Background: an optimization exercise with open tools, aiming at small area. Do not read the settings as production practice.
Only simulation tests tie the RTL to the original design; equivalence was not proved.
No activity file was given, so power comes from the tool's default toggle rates.

==> inputs of run a <==
// mbcore
module mbcore (
    input  wire        clk,
    input  wire        rst,             
    input  wire        host_valid,
    input  wire        host_write,
    input  wire [5:0]  host_addr,
    input  wire [31:0] host_wdata,
    output reg  [31:0] host_rdata,
    input  wire        tick,
    input  wire        link_mode,
    output reg         link_req,
    output reg  [1:0]  link_op,         
    output reg  [31:0] link_wdata,
    input  wire        link_ack,
    input  wire        link_err,
    input  wire [31:0] link_code,
    input  wire [31:0] link_rdata,
    output wire [31:0] pay_addr,
    input  wire [31:0] pay_rdata,
    input  wire [4:0]  img_addr,
    output reg  [31:0] img_data,
    output wire        ev_valid,
    output wire        ev_kind,
    output wire [31:0] ev_data
);
    localparam [15:0] CKS_POLY_P2P = 16'hA517;
    localparam [15:0] CKS_ACC0_P2P = 16'hFFF8;
    localparam [15:0] CKS_POLY_SH  = 16'hC37B;
    localparam [15:0] CKS_ACC0_SH  = 16'hC387;
    localparam [31:0] PROBE        = 32'hFA57B007;
    localparam [31:0] P_KEY_P2P    = 32'h20796220;
    localparam [31:0] P_KEY_SH     = 32'h43202F2F;
    localparam [31:0] P_IMAGE_LEN  = 32'd128;
    localparam [2:0] S_IDLE = 3'd0, S_SEND = 3'd1, S_ACK = 3'd2, S_SIZE = 3'd3,
                     S_STREAM = 3'd4, S_DONE = 3'd5, S_FAILED = 3'd6;
  ...
clock: 20.0 ns
lec_check: 0
cap_margin: 10
core_margin: 2
core_utilization: 55
place_density: 0.65
slew_margin: 10
standard.sh (not shown) runs the stock make flow with config.mk's settings and CLKGATE_MAP_FILE= SYNTH_SCRIPT=/design/flow/synth_recipe.tcl, a recipe that flattens the netlist after the stock synthesis.
==> flow/flow/run.sh <==
#!/bin/bash
# Own layout flow: the standard flow (standard.sh) with these changes:
#  - synthesis runs ORFS's synthesis scripts with Yosys's early "abc -fast"
#    skipped (SYNTH_ARGS=-noabc), so the generated full-adder structure reaches
#    extract_fa unchanged, and with flow/abc.script as the ABC mapping script
#    (deeper area-oriented optimisation);
#  - the port buffers placed on every input and output are buf_1 cells;
#  - clock tree synthesis uses clkbuf_4/clkbuf_8, larger sink clusters and no
#    dummy loads.
# Each tool's output goes to a log file of its own in the work folder.
set -euo pipefail
WORK=$(pwd)
rm -rf "$WORK/scripts_abc"
cp -r "$FLOW_HOME/scripts" "$WORK/scripts_abc"
cp "$WORK/flow/abc.script" "$WORK/scripts_abc/abc_speed.script"
bash "$WORK/standard.sh" "SCRIPTS_DIR=$WORK/scripts_abc" "SYNTH_ARGS=-noabc" synth > "$WORK/synth.log" 2>&1
bash "$WORK/standard.sh" \
  "BUFFER_PORTS_ARGS=-buffer_cell sky130_fd_sc_hd__buf_1" \
  "CTS_ARGS=-sink_clustering_enable -repair_clock_nets -dont_use_dummy_load -sink_clustering_size 16 -sink_clustering_max_diameter 55 -buf_list {sky130_fd_sc_hd__clkbuf_4 sky130_fd_sc_hd__clkbuf_8}" \
  finish > "$WORK/layout.log" 2>&1
test -f "$WORK/out/final.def"
==> flow/flow/abc.script <==
strash
&get -n
&deepsyn -T 60
&put
&get -n
&st
&dch
&nf
&put
topo
==> inputs of run b, as changes to run a <==
--- a/flow/design.v
+++ b/flow/design.v
@@ -126,17 +126,17 @@
     mb_add #(32) u_off (.a(opb), .b(32'h01FFFFFF), .ci(1'b0), .s(ksc_offn), .co());
     wire [31:0] ksc_masked = ~(ksc_next ^ opa ^ ksc_offn ^ ksc_key);
     wire more_c;
     mb_add #(30) u_more (.a(seq_wcnt[29:0]), .b(~seq_len[31:2]), .ci(seq_len[1:0] == 2'd0),
                          .s(), .co(more_c));
     wire seq_more = !seq_wcnt[30] && !more_c;
     wire [31:0] seq_expected;    
     mb_add #(32) u_exp (.a(seq_len), .b(32'h01FFFFFC), .ci(1'b0), .s(seq_expected), .co());
-    wire vmatch_now = (seq_lastw == seq_expected);
+    wire vmatch_now = (seq_wcnt != 31'd0) && (seq_lastw == seq_expected);
     assign pay_addr[1:0] = seq_base[1:0];
     mb_add #(30) u_pay (.a(seq_base[31:2]), .b(seq_wcnt[29:0]), .ci(1'b0), .s(pay_addr[31:2]), .co());
     wire [30:0] wcnt_inc;
     mb_add #(31) u_winc (.a(seq_wcnt), .b(31'd0), .ci(1'b1), .s(wcnt_inc), .co());
     wire [4:0] att_inc;
     mb_add #(5)  u_ainc (.a(seq_att), .b(5'd0), .ci(1'b1), .s(att_inc), .co());
     always @* begin
         link_req   = 1'b0;
--- a/flow/flow/run.sh
+++ b/flow/flow/run.sh
@@ -11,11 +11,11 @@
 set -euo pipefail
 WORK=$(pwd)
 rm -rf "$WORK/scripts_abc"
 cp -r "$FLOW_HOME/scripts" "$WORK/scripts_abc"
 cp "$WORK/flow/abc.script" "$WORK/scripts_abc/abc_speed.script"
 bash "$WORK/standard.sh" "SCRIPTS_DIR=$WORK/scripts_abc" "SYNTH_ARGS=-noabc" synth > "$WORK/synth.log" 2>&1
 bash "$WORK/standard.sh" \
   "BUFFER_PORTS_ARGS=-buffer_cell sky130_fd_sc_hd__buf_1" \
-  "CTS_ARGS=-sink_clustering_enable -repair_clock_nets -dont_use_dummy_load -sink_clustering_size 16 -sink_clustering_max_diameter 55 -buf_list {sky130_fd_sc_hd__clkbuf_4 sky130_fd_sc_hd__clkbuf_8}" \
+  "CTS_ARGS=-sink_clustering_enable -repair_clock_nets -dont_use_dummy_load -sink_clustering_size 12 -sink_clustering_max_diameter 50 -buf_list {sky130_fd_sc_hd__clkbuf_4 sky130_fd_sc_hd__clkbuf_8}" \
   finish > "$WORK/layout.log" 2>&1
 test -f "$WORK/out/final.def"
- CAP_MARGIN: 10 -> 20
- CORE_UTILIZATION: 55 -> 50
- SLEW_MARGIN: 10 -> 20
==> inputs of run c, as changes to run a <==
--- a/flow/flow/run.sh
+++ b/flow/flow/run.sh
@@ -11,11 +11,11 @@
 set -euo pipefail
 WORK=$(pwd)
 rm -rf "$WORK/scripts_abc"
 cp -r "$FLOW_HOME/scripts" "$WORK/scripts_abc"
 cp "$WORK/flow/abc.script" "$WORK/scripts_abc/abc_speed.script"
 bash "$WORK/standard.sh" "SCRIPTS_DIR=$WORK/scripts_abc" "SYNTH_ARGS=-noabc" synth > "$WORK/synth.log" 2>&1
 bash "$WORK/standard.sh" \
   "BUFFER_PORTS_ARGS=-buffer_cell sky130_fd_sc_hd__buf_1" \
-  "CTS_ARGS=-sink_clustering_enable -repair_clock_nets -dont_use_dummy_load -sink_clustering_size 16 -sink_clustering_max_diameter 55 -buf_list {sky130_fd_sc_hd__clkbuf_4 sky130_fd_sc_hd__clkbuf_8}" \
+  "CTS_ARGS=-sink_clustering_enable -repair_clock_nets -dont_use_dummy_load -sink_clustering_size 14 -sink_clustering_max_diameter 50 -buf_list {sky130_fd_sc_hd__clkbuf_4 sky130_fd_sc_hd__clkbuf_8}" \
   finish > "$WORK/layout.log" 2>&1
 test -f "$WORK/out/final.def"
- CAP_MARGIN: 10 -> 20
- SLEW_MARGIN: 10 -> 20
==> run notes <==
Sequential power is about the same in run a and run b. Via count: run b < run a < run c. Design area, highest first: run b, run c, run a. Between run a and run b, the lower sequential share of layout area is in run b (gap 0.28 points). In area after synthesis, run a and run c do not differ. Against run b, the register-to-register slack of run c is lower by 0.35 ns. Clock-buffer cell count: run b > run c > run a. Final cell count: run a < run c < run b. In run b the clock skew is lower than in run c, by 0.0039 ns.
==> figures <==
| quantity | run c | run a | run b |
|---|---|---|---|
| Util after Layout | 62.6% | 62.5% | 57.2% |
| Total global-route track usage | 43.9% | 43.7% | 41.2% |
| Global placer's final weighted congestion | 1.05 | 1.05 | 1.03 |
| Launch point of the worst path | ksc_seed[0]$_SDFFE_PP0P_ | ksc_seed[0]$_SDFFE_PP0P_ | ksc_seed[3]$_SDFFE_PP0P_ |
| ClkCell Share | 1.84% | 1.65% | 2.11% |
| Outcome | no timing/DRC/antenna violations | no timing/DRC/antenna violations | no timing/DRC/antenna violations |
| Switching power | 0.385 mW | 0.385 mW | 0.411 mW |
| # clk buffers | 38 | 34 | 44 |
| Share of power burned in combinational logic | 12.5% | 12.7% | 12.8% |
| Syn_nets | 3002 | 3002 | 2997 |
| Share of the clock period used by the worst path after layout | 86.1% | 86.0% | 84.3% |
| Final-stage net count | 3423 | 3419 | 3426 |
| Required time of the critical path | 20.50 ns | 20.49 ns | 20.52 ns |
| Power per cell area | 49.0 mW/mm2 | 48.5 mW/mm2 | 50.6 mW/mm2 |
| Register-to-register setup slack | 2.79 ns | 2.80 ns | 3.14 ns |
| Via count of the first global-routing pass | 24.1k | 24.1k | 24.0k |
| Detailed-routed wire length on met2 | 46000 um | 46200 um | 48900 um |
| Number of standard cells in the layout, taps in and fillers out | 3581 | 3578 | 3660 |
| Final clock skew | 0.0653 ns | 0.0590 ns | 0.0615 ns |
| Clock transition at the register clock pins on the worst setup and hold paths after CTS | 0.09 ns | 0.10 ns | 0.09 ns |

==> separate check: timing with driven ports <==
No port has a modelled driver above. Below, the same layouts with a new extraction and two added sets of constraints. Step 1: set_driving_cell puts a clkbuf_16 on clk and a buf_2 on each other input, an assumption about the parent block. Step 2, shift: input delay + t, output delay - t, t = (earliest + latest rising clock arrival at the registers) / 2. This alone moves slack from input paths to output paths. Three values: ideal, step 1, step 2; two values: the first two.
run | shift t [ns] | slack for setup (ns) | worst hold slack (ns)
run a | 0.633 | 2.799 / 2.799 / 2.799 | 0.469 / 0.469 / 0.469
run b | 0.661 | 3.139 / 3.139 / 3.139 | 0.471 / 0.471 / 0.471
run c | 0.642 | 2.787 / 2.787 / 2.787 | 0.467 / 0.467 / 0.467
After both steps every run listed still meets setup and hold.
